Context: an optimization exercise on an open-source flow, tuned for small area, a short achievable clock period and few clock cycles. The choices shown serve that exercise and are no tape-out recipe.
Function was checked by simulation only, so behaviour that the tests miss may differ from the original.
Power figures rest on the tool's default switching activity, not on a simulated workload.

### design/flow/config.mk
export PLATFORM = sky130hd
export DESIGN_NAME = pbe_core
export DESIGN_NICKNAME = pbe_core
export VERILOG_FILES = /design/flow/design.v
export SDC_FILE = /design/flow/constraint.sdc
export NUM_CORES = 4
export LEC_CHECK = 0
export CAP_MARGIN = 20
export CORE_MARGIN = 2
export CORE_UTILIZATION = 35
export PLACE_DENSITY = 0.5
export SLEW_MARGIN = 20
### design/flow/constraint.sdc
create_clock -name core_clock -period 14.0 [get_ports {clk}]
set_input_delay 2.8000 -clock core_clock [delete_from_list [all_inputs] [get_ports {clk}]]
set_output_delay 2.8000 -clock core_clock [all_outputs]
set_load 0.01 [all_outputs]
### design/flow/design.v
module pbe_core (
    input  wire         clk,
    input  wire         rst_n,
    input  wire         cmd_valid,
    input  wire [31:0]  cmd_word,
    output wire         cmd_ready,
    output reg          done,
    output reg  [2:0]   err,
    input  wire         xw_en,
    input  wire [2:0]   xw_idx,
    input  wire [63:0]  xw_data,
    input  wire [2:0]   b_sel,
    output wire [7:0]   b_len,
    output wire [127:0] b_val,
    input  wire [2:0]   x_sel,
    output wire [63:0]  x_val
);
    localparam [2:0] E_NONE = 3'd0, E_RANGE = 3'd1, E_CAPACITY = 3'd5, E_ILLEGAL = 3'd6;
    localparam [5:0] OP_NOP = 6'h00, OP_CLR = 6'h01, OP_MOV = 6'h02, OP_CAT = 6'h03,
                     OP_SHL = 6'h04, OP_SHR = 6'h05, OP_MASK = 6'h06, OP_PADO = 6'h07,
                     OP_GETLEN = 6'h0A, OP_SHLI = 6'h0C, OP_SHRI = 6'h0D, OP_MASKI = 6'h0E,
                     OP_LDXI = 6'h0F, OP_ENCWN = 6'h10, OP_ENCINT = 6'h18,
                     OP_ENCENUM = 6'h19, OP_ENCCHO = 6'h1A;
    reg [127:0] bval [0:7];
    reg [7:0]   blen [0:7];
    reg [63:0]  xreg [0:7];
    assign cmd_ready = 1'b1;
    function [7:0] onehot(input [2:0] idx);
        onehot = 8'd1 << idx;
    endfunction
    integer     j;
    reg [127:0] rd_bv;
    reg [7:0]   rd_bl;
    reg [63:0]  rd_x;
    wire [7:0]  bsel_oh = onehot(b_sel);
    wire [7:0]  xsel_oh = onehot(x_sel);
    always @(*) begin
        rd_bv = 128'd0; rd_bl = 8'd0; rd_x = 64'd0;
        for (j = 0; j < 8; j = j + 1) begin
            rd_bv = rd_bv | (bval[j] & {128{bsel_oh[j]}});
            rd_bl = rd_bl | (blen[j] & {8{bsel_oh[j]}});
            rd_x  = rd_x  | (xreg[j] & {64{xsel_oh[j]}});
        end
    end
    assign b_len = rd_bl;
    assign b_val = rd_bv;
    assign x_val = rd_x;
    wire [31:0] w  = cmd_word;
    wire [5:0]  op = w[31:26];
    reg legal;
    always @(*) begin
        case (op)
            OP_NOP:     legal = (w & 32'hFFFFFFFF) == 32'h00000000;
            OP_CLR:     legal = (w & 32'hFC7FFFFF) == 32'h04000000;
            OP_MOV:     legal = (w & 32'hFC71FFFF) == 32'h08000000;
            OP_CAT:     legal = (w & 32'hFC703FFF) == 32'h0C000000;
            OP_SHL:     legal = (w & 32'hFC71C7FF) == 32'h10000000;
            OP_SHR:     legal = (w & 32'hFC71C7FF) == 32'h14000000;
            OP_MASK:    legal = (w & 32'hFC71C7FF) == 32'h18000000;
            OP_PADO:    legal = (w & 32'hFC71FFFF) == 32'h1C000000;
            OP_GETLEN:  legal = (w & 32'hFFF1C7FF) == 32'h28000000;
            OP_SHLI:    legal = 1'b1;
            OP_SHRI:    legal = 1'b1;
            OP_MASKI:   legal = 1'b1;
            OP_LDXI:    legal = (w & 32'hFC700000) == 32'h3C000000;
            OP_ENCWN:   legal = (w & 32'hFC7FC01F) == 32'h40000000;
            OP_ENCINT:  legal = (w & 32'hFC7FC00F) == 32'h60000000;
            OP_ENCENUM: legal = (w & 32'hFC7FC00F) == 32'h64000000;
            OP_ENCCHO:  legal = (w & 32'hFC7FC00F) == 32'h68000000;
            default:    legal = 1'b0;
        endcase
    end
    wire is_imm = (op == OP_SHLI) || (op == OP_SHRI) || (op == OP_MASKI);
    localparam C_CLR = 0, C_MOV = 1, C_CAT = 2, C_SHL = 3, C_SHR = 4, C_MASK = 5,
               C_PADO = 6, C_GETLEN = 7, C_LDXI = 8, C_ENC = 9, C_EXT = 10, NCLS = 11;
    wire [NCLS-1:0] cls;
    assign cls[C_CLR]    = legal && op == OP_CLR;
    assign cls[C_MOV]    = legal && op == OP_MOV;
    assign cls[C_CAT]    = legal && op == OP_CAT;
    assign cls[C_SHL]    = legal && (op == OP_SHL || op == OP_SHLI);
    assign cls[C_SHR]    = legal && (op == OP_SHR || op == OP_SHRI);
    assign cls[C_MASK]   = legal && (op == OP_MASK || op == OP_MASKI);
    assign cls[C_PADO]   = legal && op == OP_PADO;
    assign cls[C_GETLEN] = legal && op == OP_GETLEN;
    assign cls[C_LDXI]   = legal && op == OP_LDXI;
    assign cls[C_ENC]    = legal && (op == OP_ENCWN || op == OP_ENCINT ||
                                     op == OP_ENCENUM || op == OP_ENCCHO);
    assign cls[C_EXT]    = legal && op != OP_ENCWN && w[4];
    reg             c_valid;
    reg             c_illegal;
    reg [NCLS-1:0]  c_cls;
    reg             c_imm;
    reg [2:0]       c_bd;
    reg [7:0]       c_a_oh, c_bb_oh, c_xa_oh, c_xb_oh, c_xc_oh, c_r1_oh;
    reg [19:0]      c_imm20;
    always @(posedge clk) begin
        if (!rst_n) c_valid <= 1'b0;
        else        c_valid <= cmd_valid;
        c_illegal <= !legal;
        c_cls     <= cls;
        c_imm     <= is_imm;
        c_bd      <= w[25:23];
        c_a_oh    <= onehot(is_imm ? w[22:20] : w[19:17]);
        c_bb_oh   <= onehot(w[16:14]);
        c_xa_oh   <= onehot(w[13:11]);
        c_xb_oh   <= onehot(w[10:8]);
        c_xc_oh   <= onehot(w[7:5]);
        c_r1_oh   <= onehot(w[25:23]);
        c_imm20   <= w[19:0];
    end
    reg  [7:0]  al, bl;
    reg  [63:0] xa, xb, xc;
    always @(*) begin
        al = 8'd0; bl = 8'd0; xa = 64'd0; xb = 64'd0; xc = 64'd0;
        for (j = 0; j < 8; j = j + 1) begin
            al = al | (blen[j] & {8{c_a_oh[j]}});
            bl = bl | (blen[j] & {8{c_bb_oh[j]}});
            xa = xa | (xreg[j] & {64{c_xa_oh[j]}});
            xb = xb | (xreg[j] & {64{c_xb_oh[j]}});
            xc = xc | (xreg[j] & {64{c_xc_oh[j]}});
        end
    end
    wire        n_big  = c_imm ? (|c_imm20[19:8]) : (|xa[63:8]);    
    wire [7:0]  n8     = c_imm ? c_imm20[7:0] : xa[7:0];
    wire [8:0]  cat_len = {1'b0, al} + {1'b0, bl};
    wire        cat_cap = cat_len > 9'd128;
    wire [8:0]  shr_len = {1'b0, al} + {1'b0, n8};
    wire        shr_cap = n_big || (shr_len > 9'd128);
    wire        n_ge_al = n_big || (n8 >= al);
    wire [7:0]  shl_len = n_ge_al ? 8'd0 : (al - n8);
    wire [7:0]  msk_len = n_ge_al ? al : n8;
    wire [7:0]  pad_len = (al + 8'd7) & 8'hF8;
    wire [64:0] span65  = {xc[63], xc} - {xb[63], xb};      
    wire [64:0] off65   = {xa[63], xa} - {xb[63], xb};      
    wire [64:0] vh65    = {xc[63], xc} - {xa[63], xa};      
    wire        wn_range = span65[64] || off65[64] || vh65[64];
    wire [63:0] span    = span65[63:0];
    reg  [6:0]  wn_w;
    integer     k;
    always @(*) begin
        wn_w = 7'd0;
        for (k = 0; k < 8; k = k + 1)
            if (span[k]) wn_w = k[6:0] + 7'd1;
        for (k = 1; k < 8; k = k + 1)
            if (|span[8*k +: 8]) wn_w = 7'd8 * (k[6:0] + 7'd1);
    end
    wire [7:0]  wn_len = {1'b0, wn_w} + {7'd0, c_cls[C_EXT]};
    wire        bwe    = |{c_cls[C_CLR], c_cls[C_MOV], c_cls[C_CAT], c_cls[C_SHL], c_cls[C_SHR],
                           c_cls[C_MASK], c_cls[C_PADO], c_cls[C_ENC]};
    wire        cap    = (c_cls[C_CAT] && cat_cap) || (c_cls[C_SHR] && shr_cap);
    wire        range  = c_cls[C_ENC] && wn_range;
    wire [2:0]  s2_err = c_illegal ? E_ILLEGAL : cap ? E_CAPACITY : range ? E_RANGE : E_NONE;
    wire [7:0]  s2_len =
        (cap || range) ? 8'd0 :
        ({8{c_cls[C_MOV]}}  & al) |
        ({8{c_cls[C_CAT]}}  & cat_len[7:0]) |
        ({8{c_cls[C_SHL]}}  & shl_len) |
        ({8{c_cls[C_SHR]}}  & shr_len[7:0]) |
        ({8{c_cls[C_MASK]}} & msk_len) |
        ({8{c_cls[C_PADO]}} & pad_len) |
        ({8{c_cls[C_ENC]}}  & wn_len);
    wire [6:0]  s2_rot =
        ({7{c_cls[C_CAT]}} & al[6:0]) |
        ({7{c_cls[C_SHL]}} & (7'd0 - n8[6:0])) |
        ({7{c_cls[C_SHR]}} & n8[6:0]) |
        ({7{c_cls[C_ENC]}} & wn_len[6:0]);
    reg         s3_valid;
    reg         s3_bwe;
    reg [2:0]   s3_bd;
    reg [2:0]   s3_err;
    reg [7:0]   s3_len;
    reg [6:0]   s3_rot;
    reg [7:0]   s3_ba;       
    reg [7:0]   s3_br;       
    reg [63:0]  s3_off;
    wire        acc = c_valid;
    always @(posedge clk) begin
        if (!rst_n) begin
            s3_valid <= 1'b0;
            s3_bwe   <= 1'b0;
            done     <= 1'b0;
            err      <= E_NONE;
        end else begin
            s3_valid <= acc;
            s3_bwe   <= acc && bwe;
            done     <= s3_valid;
            err      <= s3_err;
        end
    end
    always @(posedge clk) begin
        s3_bd   <= c_bd;
        s3_err  <= s2_err;
        s3_len  <= s2_len;
        s3_rot  <= s2_rot;
        s3_ba   <= c_cls[C_CAT] ? c_a_oh : 8'd0;
        s3_br   <= c_cls[C_CAT] ? c_bb_oh : c_cls[C_ENC] ? 8'd0 : c_a_oh;
        s3_off  <= c_cls[C_ENC] ? off65[63:0] : 64'd0;
    end
    reg  [127:0] v_a, v_r;
    always @(*) begin
        v_a = 128'd0; v_r = 128'd0;
        for (j = 0; j < 8; j = j + 1) begin
            v_a = v_a | (bval[j] & {128{s3_ba[j]}});
            v_r = v_r | (bval[j] & {128{s3_br[j]}});
        end
    end
    wire [127:0] r_in = v_r | {64'd0, s3_off};
    wire [255:0] r_dbl = {r_in, r_in} >> s3_rot;
    wire [127:0] r_rot = r_dbl[127:0];
    reg  [127:0] len_mask;
    integer      p;
    always @(*) begin
        for (p = 0; p < 128; p = p + 1)
            len_mask[127 - p] = rst_n && (s3_len > p);
    end
    wire [127:0] r_val = (r_rot | v_a) & len_mask;
    wire [7:0]  len_wd = rst_n ? s2_len : 8'd0;
    wire [7:0]  len_we = {8{acc && bwe}} & onehot(c_bd);
    wire [63:0] x_cmd  = c_cls[C_LDXI] ? {{44{c_imm20[19]}}, c_imm20} : {56'd0, al};
    wire [63:0] x_wd   = !rst_n ? 64'd0 : (acc ? x_cmd : xw_data);
    wire [7:0]  x_we   = acc ? ({8{c_cls[C_LDXI]}} & c_r1_oh) | ({8{c_cls[C_GETLEN]}} & c_xa_oh)
                             : ({8{xw_en && !cmd_valid}} & onehot(xw_idx));
    wire [7:0]  v_we   = {8{s3_bwe}} & onehot(s3_bd);
    integer i;
    always @(posedge clk) begin
        for (i = 0; i < 8; i = i + 1) begin
            if (!rst_n || len_we[i])
                blen[i] <= len_wd;
            if (!rst_n || x_we[i])
                xreg[i] <= x_wd;
            if (!rst_n || v_we[i])
                bval[i] <= r_val;
        end
    end
endmodule
### design/flow/flow/run.sh
#!/bin/bash
set -euo pipefail
bash standard.sh SETUP_SLACK_MARGIN=7 finish > make_finish.log 2>&1
### design/flow/standard.sh
#!/bin/bash
# synth_recipe.tcl (not shown) runs the flow's synth.tcl, then flattens the netlist and writes it again
# the make line also repeats each setting of config.mk as NAME=value (left out here)
make -C /OpenROAD-flow-scripts/flow DESIGN_CONFIG=/design/flow/config.mk WORK_HOME=/design/flow/orfs CLKGATE_MAP_FILE= SYNTH_SCRIPT=/design/flow/synth_recipe.tcl "${@:-finish}"
==> results of run 1 <==
==> worst max-delay path, stage by stage <==
cell	delay (ps)
buf_16	100
and3b_4	210
buf_12	170
buf_12	180
clkbuf_16	180
a22oi_2	180
nand4_1	420
buf_2	310
==> through the flow <==
step	instance area, um2	cells	hold slack, ps
finish	128000	13973	423
global route	128000	13966	439
CTS	125000	13834	422
detailed placement	113000	13176	420
global placement	113000	13170	419
floorplan	105000	9514	343
==> what timing repair did <==
| action | CTS | global route |
|---|---|---|
| endpoints found under the setup margin | 276 | 240 |
| gates resized for setup | 1243 | 418 |
| buffers inserted | 180 | 101 |
| pin swaps | 207 | 237 |
| gates cloned | 112 | 24 |
| endpoints found under the hold margin | 0 | 0 |
==> worst paths after layout <==
path,startpoint,to,slack [ps],depth (start not counted)
max,b_sel[0],b_val[31],6610,8
min reg2reg,c_illegal$_DFF_P_,s3_err[1]$_SDFF_PP1_,420,0
min,c_illegal$_DFF_P_,s3_err[1]$_SDFF_PP1_,420,0
max reg2reg,c_xa_oh[0]$_SDFF_PP0_,blen[1][3]$_DFFE_PP_,6990,17
==> flip-flops by register name (all words and copies together) (netlist names), 7 cells and up <==
name and count:
s3_ba 8, c_xb_oh 8, c_bb_oh 8, blen 64
s3_br 8, s3_off 64, s3_len 8, c_xa_oh 8
c_a_oh 8, c_xc_oh 8, c_cls 11, c_r1_oh 8
xreg 512, bval 1024, s3_rot 7, c_imm20 20
==> per-layer routing <==
metal	up-vias	share of wire [%]	GRT usage (%)
met3	2254	13	10.0
met5	-	0.019	0
li1	40223	-	-
met4	18	8.1	21.2
met2	9481	43	54.5
met1	50288	35	44.8
==> Yosys cell counts, types with 32 or more instances <==
library cell  number  area share [%]
nand4_1          452             2.7
a21oi_1          296             1.4
xor2_1            49            0.41
nand2_1          374             1.3
a211oi_1          33            0.24
a31oi_1           96            0.57
a222oi_1          73            0.69
a21o_1           111            0.79
inv_1            145            0.52
xnor2_1           83            0.69
a22oi_1         2028              14
a22o_1           264             2.2
o21ai_0          277             1.3
mux4_2            67             1.4
and2_1            44            0.26
edfxtp_1        1600              46
a221oi_1         306             2.5
and4_1            82            0.68
nand2b_1          49            0.29
nor3_1            79            0.38
clkbuf_1         603             2.1
o21bai_1          40            0.29
nor4_1            32            0.19
mux2_2            53            0.57
mux2i_1          546             5.2
ha_1             201             2.4
and3_1            76            0.45
buf_1            186            0.66
dfxtp_1          192             3.6
nand3_1          121            0.57
o21a_1            36            0.26
nor2_1           496             1.8
==> final cells by class <==
type                            instances  area (um2)
Fill cell                           27851      172000
Sequential cell                      1792       52000
Multi-Input combinational cell       6737       51900
Timing Repair Buffer                  957       12200
Clock buffer                          253        5310
Tap cell                             3958        4950
Clock inverter                        113        1170
Inverter                              155         603
Antenna cell                            8        20.0
==> report_power, final <==
part           internal, W  switching [W]  total (W)
logic              0.00130        0.00257    0.00387
clock network      0.00305        0.00230    0.00535
registers          0.00610       0.000320    0.00642
==> kinds of logic (layout without fill, tap and decap cells) <==
kind of cell / after synthesis / count (layout) / synth area share (%)
simple gates: 1954 / 1962 / 9.74
xor+xnor: 134 / 134 / 1.13
mux: 666 / 666 / 7.19
flops: 1792 / 1792 / 49.3
other cells: 1 / 9 / 0.00356
fa+ha+maj: 216 / 216 / 2.56
compound gates: 3758 / 3758 / 26.4
buf+inv: 993 / 1478 / 3.70
==> metrics.log, run 1 <==
[metrics] total standard cell area after synthesis: roughly 110000 um2
[metrics] worst-case setup slack after placement: ~4700 ps
[metrics] H-tree level count: 4
[metrics] post-synthesis sequential element count: approximately 1800
[metrics] most used cells in the layout excluding fill and tap cells: a22oi_1, edfxtp_1, mux2i_1
[metrics] leakage power total: 45.7 nW
[metrics] largest net degree at the start of global routing: 91
[metrics] highest fanout seen on the critical path: 8
[metrics] Final GP Congestion: 1.01
[metrics] top achievable clock speed: about 140 MHz
[metrics] post-layout worst setup margin: 6610 ps
[metrics] final core occ: 42.7%
[metrics] number of antenna violations at the first check in global routing: 22
[metrics] gate count after technology mapping: roughly 9500
[metrics] TritonCTS clock tree: built
[metrics] Die Height: 553 um
[metrics] total I/O pin count: 314
[metrics] final number of hold-violating endpoints: 0
[metrics] Core Region: 300000 um2
[metrics] data arrival time of the critical path: between 4000 and 5000 ps
[metrics] per-instance average area after synthesis: 11.1 um2
[metrics] Pre-antenna DRT Iters: 10
[metrics] endpoint type of the worst setup path: output pin
[metrics] number of cell rows: 201
[metrics] outcome: no timing/DRC/antenna violations
[metrics] GR Overflow Total: 0
[metrics] total power divided by cell area: 122 nW/um2
[metrics] number of setup violations in the final report: 0
[metrics] Period minus WS final: 7390 ps
[metrics] first-pass GRT wire length: 782000 um
[metrics] CTS Root Cell: clkbuf_16
[metrics] portion of the post-synthesis area used by sequential elements: between 40% and 50%
[metrics] latest clock arrival within the worst-skew pair: 950 ps
[metrics] largest buffer count on any clock path: 4
[metrics] antenna viol nets, final: 0
[metrics] number of buffer cells added on primary ports: 312
[metrics] Horiz. Die Dim: 553 um
[metrics] hold buffer count at cts: 0
[metrics] Final Total Pwr: 0.0156 W
[metrics] fin. max-slew vios: 0
[metrics] normalized max-slew margin: approximately 6%
[metrics] cts bufs inserted: 200
[metrics] highest ir drop seen on vdd: between 0.09 and 0.1 mV
[metrics] via total after detailed routing: 102264
[metrics] final clock period utilization by the worst path: 52.8%
[metrics] detailed-route vias per instance: about 7.3
[metrics] Clock Skew: 92.3 ps
[metrics] critical path launch point type: primary input
[metrics] summed negative setup slack over all endpoints: 0 ps
[metrics] layout net count: 10156
[metrics] synthesized netlist net count: 9827
[metrics] average detailed-routed wire length per instance: 41.5 um
[metrics] unrepaired setup endpoints after global routing: true
[metrics] layout cell share with drive strength beyond 1: 17.8%
[metrics] Overall Global Routing Usage: 35.7%
[metrics] count of warnings emitted by yosys: 4
[metrics] Die ar.: ~300000 um2
[metrics] CP Data Required Time: 11200 ps
[metrics] post-synthesis async set-or-reset flop share: 0%
[metrics] ys flop type: edfxtp_1
[metrics] Yosys cell types: 110
[metrics] DRC violation count after routing: 0
[metrics] clock-pin slew reported for the worst setup and hold paths after clock tree synthesis: 60 ps
[metrics] number of global-route vias before repair: 94666
[metrics] max_cap viols: 0
[metrics] starting density of the core: 35.1%
[metrics] Iter 0 DRT Violations: 19999
[metrics] dpl hpwl: 344000 um
[metrics] P&R area growth vs syn: 21.6%
[metrics] EDFF count, synth: 1600
[metrics] number of sinks on the clock net: 1792
[metrics] Total Wirelength: 580000 um
[metrics] worst setup path class: in -> out
[metrics] most common cell after layout, fill and taps aside: a22oi_1
[metrics] type of the tightest min-delay check: reg -> reg
[metrics] worst-margin pin slew: 1370 ps
Testbench counts, summed over its fixed seeds: cycles 4,824.
==> run 2: changes to the inputs <==
--- a/design/flow/config.mk
+++ b/design/flow/config.mk
@@ -7,6 +7,8 @@
 export LEC_CHECK = 0
 export CAP_MARGIN = 20
 export CORE_MARGIN = 2
-export CORE_UTILIZATION = 35
-export PLACE_DENSITY = 0.5
+export CORE_UTILIZATION = 55
+export CTS_CLUSTER_DIAMETER = 100
+export CTS_CLUSTER_SIZE = 30
+export PLACE_DENSITY = 0.7
 export SLEW_MARGIN = 20
==> run 2 against run 1 <==
Compared with the run above:
- still clean
- first-iteration DRC count rose by 16%
- clock-buffer cell count fell by 155
- power down 17%
- worst hold slack worse by 44 ps
- synthesized cell count unchanged
- global-route usage rose by 15 points
- sequential share of layout area grew 2.4 points
- critical path type unchanged
==> metrics.log, run 2 <==
[metrics] launching instance or port of the critical path: b_sel[2] (was b_sel[0])
[metrics] Yosys cell types: 110 (unchanged)
[metrics] P&R area growth vs syn: 14.8% (was 21.6%)
[metrics] layout cell share with drive strength beyond 1: 14.8% (was 17.8%)
[metrics] Hold Path Origin: c_illegal$_DFF_P_ (unchanged)
[metrics] via total after detailed routing: 103646 (was 102264)
[metrics] hold buffer count at cts: 0 (unchanged)
[metrics] per-instance average area after synthesis: 11.1 um2 (unchanged)
[metrics] final number of hold-violating endpoints: 0 (unchanged)
[metrics] R2R Path End: blen[7][3]$_DFFE_PP_ (was blen[1][3]$_DFFE_PP_)
[metrics] leading area contributor after synthesis: edfxtp_1 (unchanged)
[metrics] Clock Skew: 56.7 ps (was 92.3 ps)
[metrics] Overall Global Routing Usage: 51.0% (was 35.7%)
[metrics] number of antenna violations at the first check in global routing: 24 (was 22)
[metrics] type of the tightest min-delay check: reg -> reg (unchanged)
[metrics] Final Total Pwr: 0.0130 W (was 0.0156 W)
[metrics] max_cap viols: 0 (unchanged)
[metrics] CTS Root Cell: clkbuf_16 (unchanged)
[metrics] gate count after technology mapping: 9514 (unchanged)
[metrics] TritonCTS clock tree: built (unchanged)
[metrics] max reg flops: 1024 (unchanged)
[metrics] post-layout worst setup margin: 6670 ps (was 6610 ps)
[metrics] dpl hpwl: 307000 um (was 344000 um)
[metrics] layout net count: 9973 (was 10156)
[metrics] Die Height: 442 um (was 553 um)
[metrics] H-tree level count: 3 (was 4)
[metrics] number of buffer cells added on primary ports: 312 (unchanged)
[metrics] post-synthesis sequential element count: 1792 (unchanged)
[metrics] first-pass GRT wire length: 723000 um (was 782000 um)
[metrics] final clock period utilization by the worst path: 52.4% (was 52.8%)
[metrics] Die ar.: 195000 um2 (was 305000 um2)
[metrics] post-synthesis async set-or-reset flop share: 0% (unchanged)
[metrics] Top Registers: bval x1024, xreg x512 (unchanged)
[metrics] top achievable clock speed: 136 MHz (was 135 MHz)
[metrics] Iter 0 DRT Violations: 23134 (was 19999)
[metrics] Register-to-Register Path Depth: 16 (was 17)
[metrics] register with the highest flop count: bval (unchanged)
[metrics] outcome: no timing/DRC/antenna violations (unchanged)
[metrics] starting density of the core: 55.4% (was 35.1%)
[metrics] unrepaired setup endpoints after global routing: true (unchanged)
[metrics] number of sinks on the clock net: 1792 (unchanged)
[metrics] worst-case setup slack after placement: 4770 ps (was 4700 ps)
[metrics] Pre-antenna DRT Iters: 14 (was 10)
[metrics] area of placed instances: 110000 um2 (was 113000 um2)
[metrics] Register-to-Register Setup Slack: 6950 ps (was 6990 ps)
[metrics] normalized max-slew margin: 4.28% (was 6.12%)
[metrics] footprint of the multi-input gates: 51400 um2 (was 51900 um2)
[metrics] EDFF count, synth: 1600 (unchanged)
[metrics] Critical path destination: b_val[18] (was b_val[31])
[metrics] leakage power total: 43.2 nW (was 45.7 nW)
[metrics] detailed-route vias per instance: 8.48 (was 7.32)
[metrics] FF+latch area: 52000 um2 (about the same)
[metrics] critical path launch point type: primary input (unchanged)
[metrics] cts bufs inserted: 73 (was 200)
[metrics] worst setup path class: in -> out (unchanged)
[metrics] most frequently used cell type in the post-synthesis netlist: a22oi_1 (unchanged)
[metrics] most used cells in the layout excluding fill and tap cells: a22oi_1, edfxtp_1, mux2i_1 (unchanged)
[metrics] clock-pin slew reported for the worst setup and hold paths after clock tree synthesis: 110 ps (was 60 ps)
[metrics] total I/O pin count: 314 (unchanged)
[metrics] fin. max-slew vios: 0 (unchanged)
[metrics] number of cell rows: 160 (was 201)
[metrics] highest fanout seen on the critical path: 6 (was 8)
[metrics] portion of the post-synthesis area used by sequential elements: 49.3% (unchanged)
[metrics] DRC violation count after routing: 0 (unchanged)
[metrics] Horiz. Die Dim: 442 um (was 553 um)
[metrics] final core occ: 63.6% (was 42.7%)
[metrics] summed negative setup slack over all endpoints: 0 ps (unchanged)
[metrics] fraction of synthesized cell area taken by the top area cell type: 45.6% (unchanged)
[metrics] data arrival time of the critical path: 4530 ps (was 4590 ps)
[metrics] Final GP Congestion: 1.06 (was 1.01)
[metrics] Total Wirelength: 526000 um (was 580000 um)
[metrics] CP Data Required Time: 11200 ps (about the same)
[metrics] total power divided by cell area: 107 nW/um2 (was 122 nW/um2)
[metrics] highest ir drop seen on vdd: 0.115 mV (was 0.0910 mV)
[metrics] worst-margin pin slew: 1430 ps (was 1370 ps)
[metrics] antenna viol nets, final: 0 (unchanged)
[metrics] Area contributors post-synth: edfxtp_1, a22oi_1, mux2i_1 (unchanged)
[metrics] average detailed-routed wire length per instance: 43.0 um (was 41.5 um)
[metrics] total standard cell area after synthesis: 105000 um2 (unchanged)
[metrics] largest buffer count on any clock path: 3 (was 4)
[metrics] number of fillers in the final layout: 14600 (was 27851)
[metrics] number of global-route vias before repair: 95417 (was 94666)
[metrics] most common cell after layout, fill and taps aside: a22oi_1 (unchanged)
[metrics] GR Overflow Total: 0 (unchanged)
[metrics] count of warnings emitted by yosys: 4 (unchanged)
[metrics] ys flop type: edfxtp_1 (unchanged)
[metrics] number of setup violations in the final report: 0 (unchanged)
[metrics] reg-to-reg startpoint: c_xa_oh[3]$_SDFF_PP0_ (was c_xa_oh[0]$_SDFF_PP0_)
[metrics] Period minus WS final: 7330 ps (was 7390 ps)
[metrics] summed area of non-filler cells in the final layout: 121000 um2 (was 128000 um2)
[metrics] latest clock arrival within the worst-skew pair: 820 ps (was 950 ps)
[metrics] largest net degree at the start of global routing: 83 (was 91)
[metrics] Core Region: 190000 um2 (was 300000 um2)
[metrics] top cell types by occurrence after synthesis: a22oi_1, edfxtp_1, clkbuf_1 (unchanged)
[metrics] synthesized netlist net count: 9827 (unchanged)
[metrics] endpoint type of the worst setup path: output pin (unchanged)
==> run 2: power by group <==
| part | leakage, nW | total [W] | internal [W] | switching (W) |
|---|---|---|---|---|
| Sequential | 17.9 | 0.00642 | 0.00609 | 0.000335 |
| Combinational | 24.2 | 0.00376 | 0.00128 | 0.00248 |
| Clock | 1.06 | 0.00278 | 0.00107 | 0.00171 |
| Total | 43.2 | 0.0130 | 0.00843 | 0.00453 |
==> run 2: timing repair <==
| item | 4_1_cts | 5_1_grt |
|---|---|---|
| setup buffers | 180 | 75 |
| resized for setup | 1157 | 326 |
| pin swaps | 180 | 184 |
| setup endpoints to repair | 276 | 253 |
| gates cloned | 112 | 17 |
==> run 2: layout make-up <==
class,count,share of cell area [%]
Inverter,155,0.497
Clock buffer,98,1.67
Multi-Input combinational cell,6734,42.5
Sequential cell,1792,43.0
Timing Repair Buffer,904,9.47
Clock inverter,13,0.169
Tap cell,2511,2.60
Antenna cell,22,0.0455
==> run 2: per-layer routing <==
| layer | GRT usage (%) | wire [um] | up-vias |
|---|---|---|---|
| li1 | - | - | 39647 |
| met1 | 59.7 | 162000 | 48595 |
| met2 | 73.9 | 213000 | 11721 |
| met3 | 19.2 | 85600 | 3669 |
| met4 | 43.8 | 64900 | 14 |
| met5 | 0.342 | 288 | - |
==> run 2: critical path, cell delays in order <==
cell	delay (ps)
buf_12	120
nor3b_4	160
buf_4	140
buf_12	160
buf_16	170
a22oi_2	230
nand4_1	430
buf_2	300
==> run 2: worst min-delay path by stage <==
stage / to / depth (start not counted)
floorplan: s3_bd[0]$_DFF_P_ / 0
finish: s3_err[1]$_SDFF_PP1_ / 0
detailed placement: s3_err[1]$_SDFF_PP1_ / 0
global placement: s3_err[1]$_SDFF_PP1_ / 0
CTS: s3_err[1]$_SDFF_PP1_ / 0
global route: s3_err[1]$_SDFF_PP1_ / 0
==> run 2: per-stage QoR <==
stage	cells	hold slack, ps
global placement	11696	362
CTS	12099	380
global route	12209	384
finish	12229	379
detailed placement	11696	367
floorplan	9514	343
==> run 2: cell families (layout without fill, tap and decap cells) <==
kind of cell / Yosys count / in the layout / share of synthesized area [%]
other cells: 1 / 23 / 0.00356
mux: 666 / 666 / 7.19
simple gates: 1954 / 1959 / 9.74
xor+xnor: 134 / 134 / 1.13
compound gates: 3758 / 3758 / 26.4
buf+inv: 993 / 1170 / 3.70
fa+ha+maj: 216 / 216 / 2.56
flops: 1792 / 1792 / 49.3

## port drivers added, routing unchanged
Ports are ideal in the flow. The routed layouts listed here were re-timed in OpenROAD. Step 1 sets driving cells, clkbuf_16 on the clock port and buf_2 on the other inputs (assumed; they add their load-dependent delay and slew). Step 2 also shifts input and output timing later by t, the mid clock arrival at the registers, as if the neighbouring blocks saw the same clock. Slacks: no drivers / after step 1 / after step 2; pairs: no drivers / after step 1.
run	shift t [ns]	setup slack, ns	worst setup path at the end	worst data-port slew with drivers (ns)	pins driven straight from the clock port
run 1	1.002	6.608 / 6.429 / 6.429	input to output	0.18	1
run 2	0.886	6.668 / 6.537 / 6.537	input to output	0.17	1
After both steps every run listed still meets setup and hold. The setup slack of run 1, which loses most, moves by -0.179 ns with the drivers and by -0.179 ns with both steps.
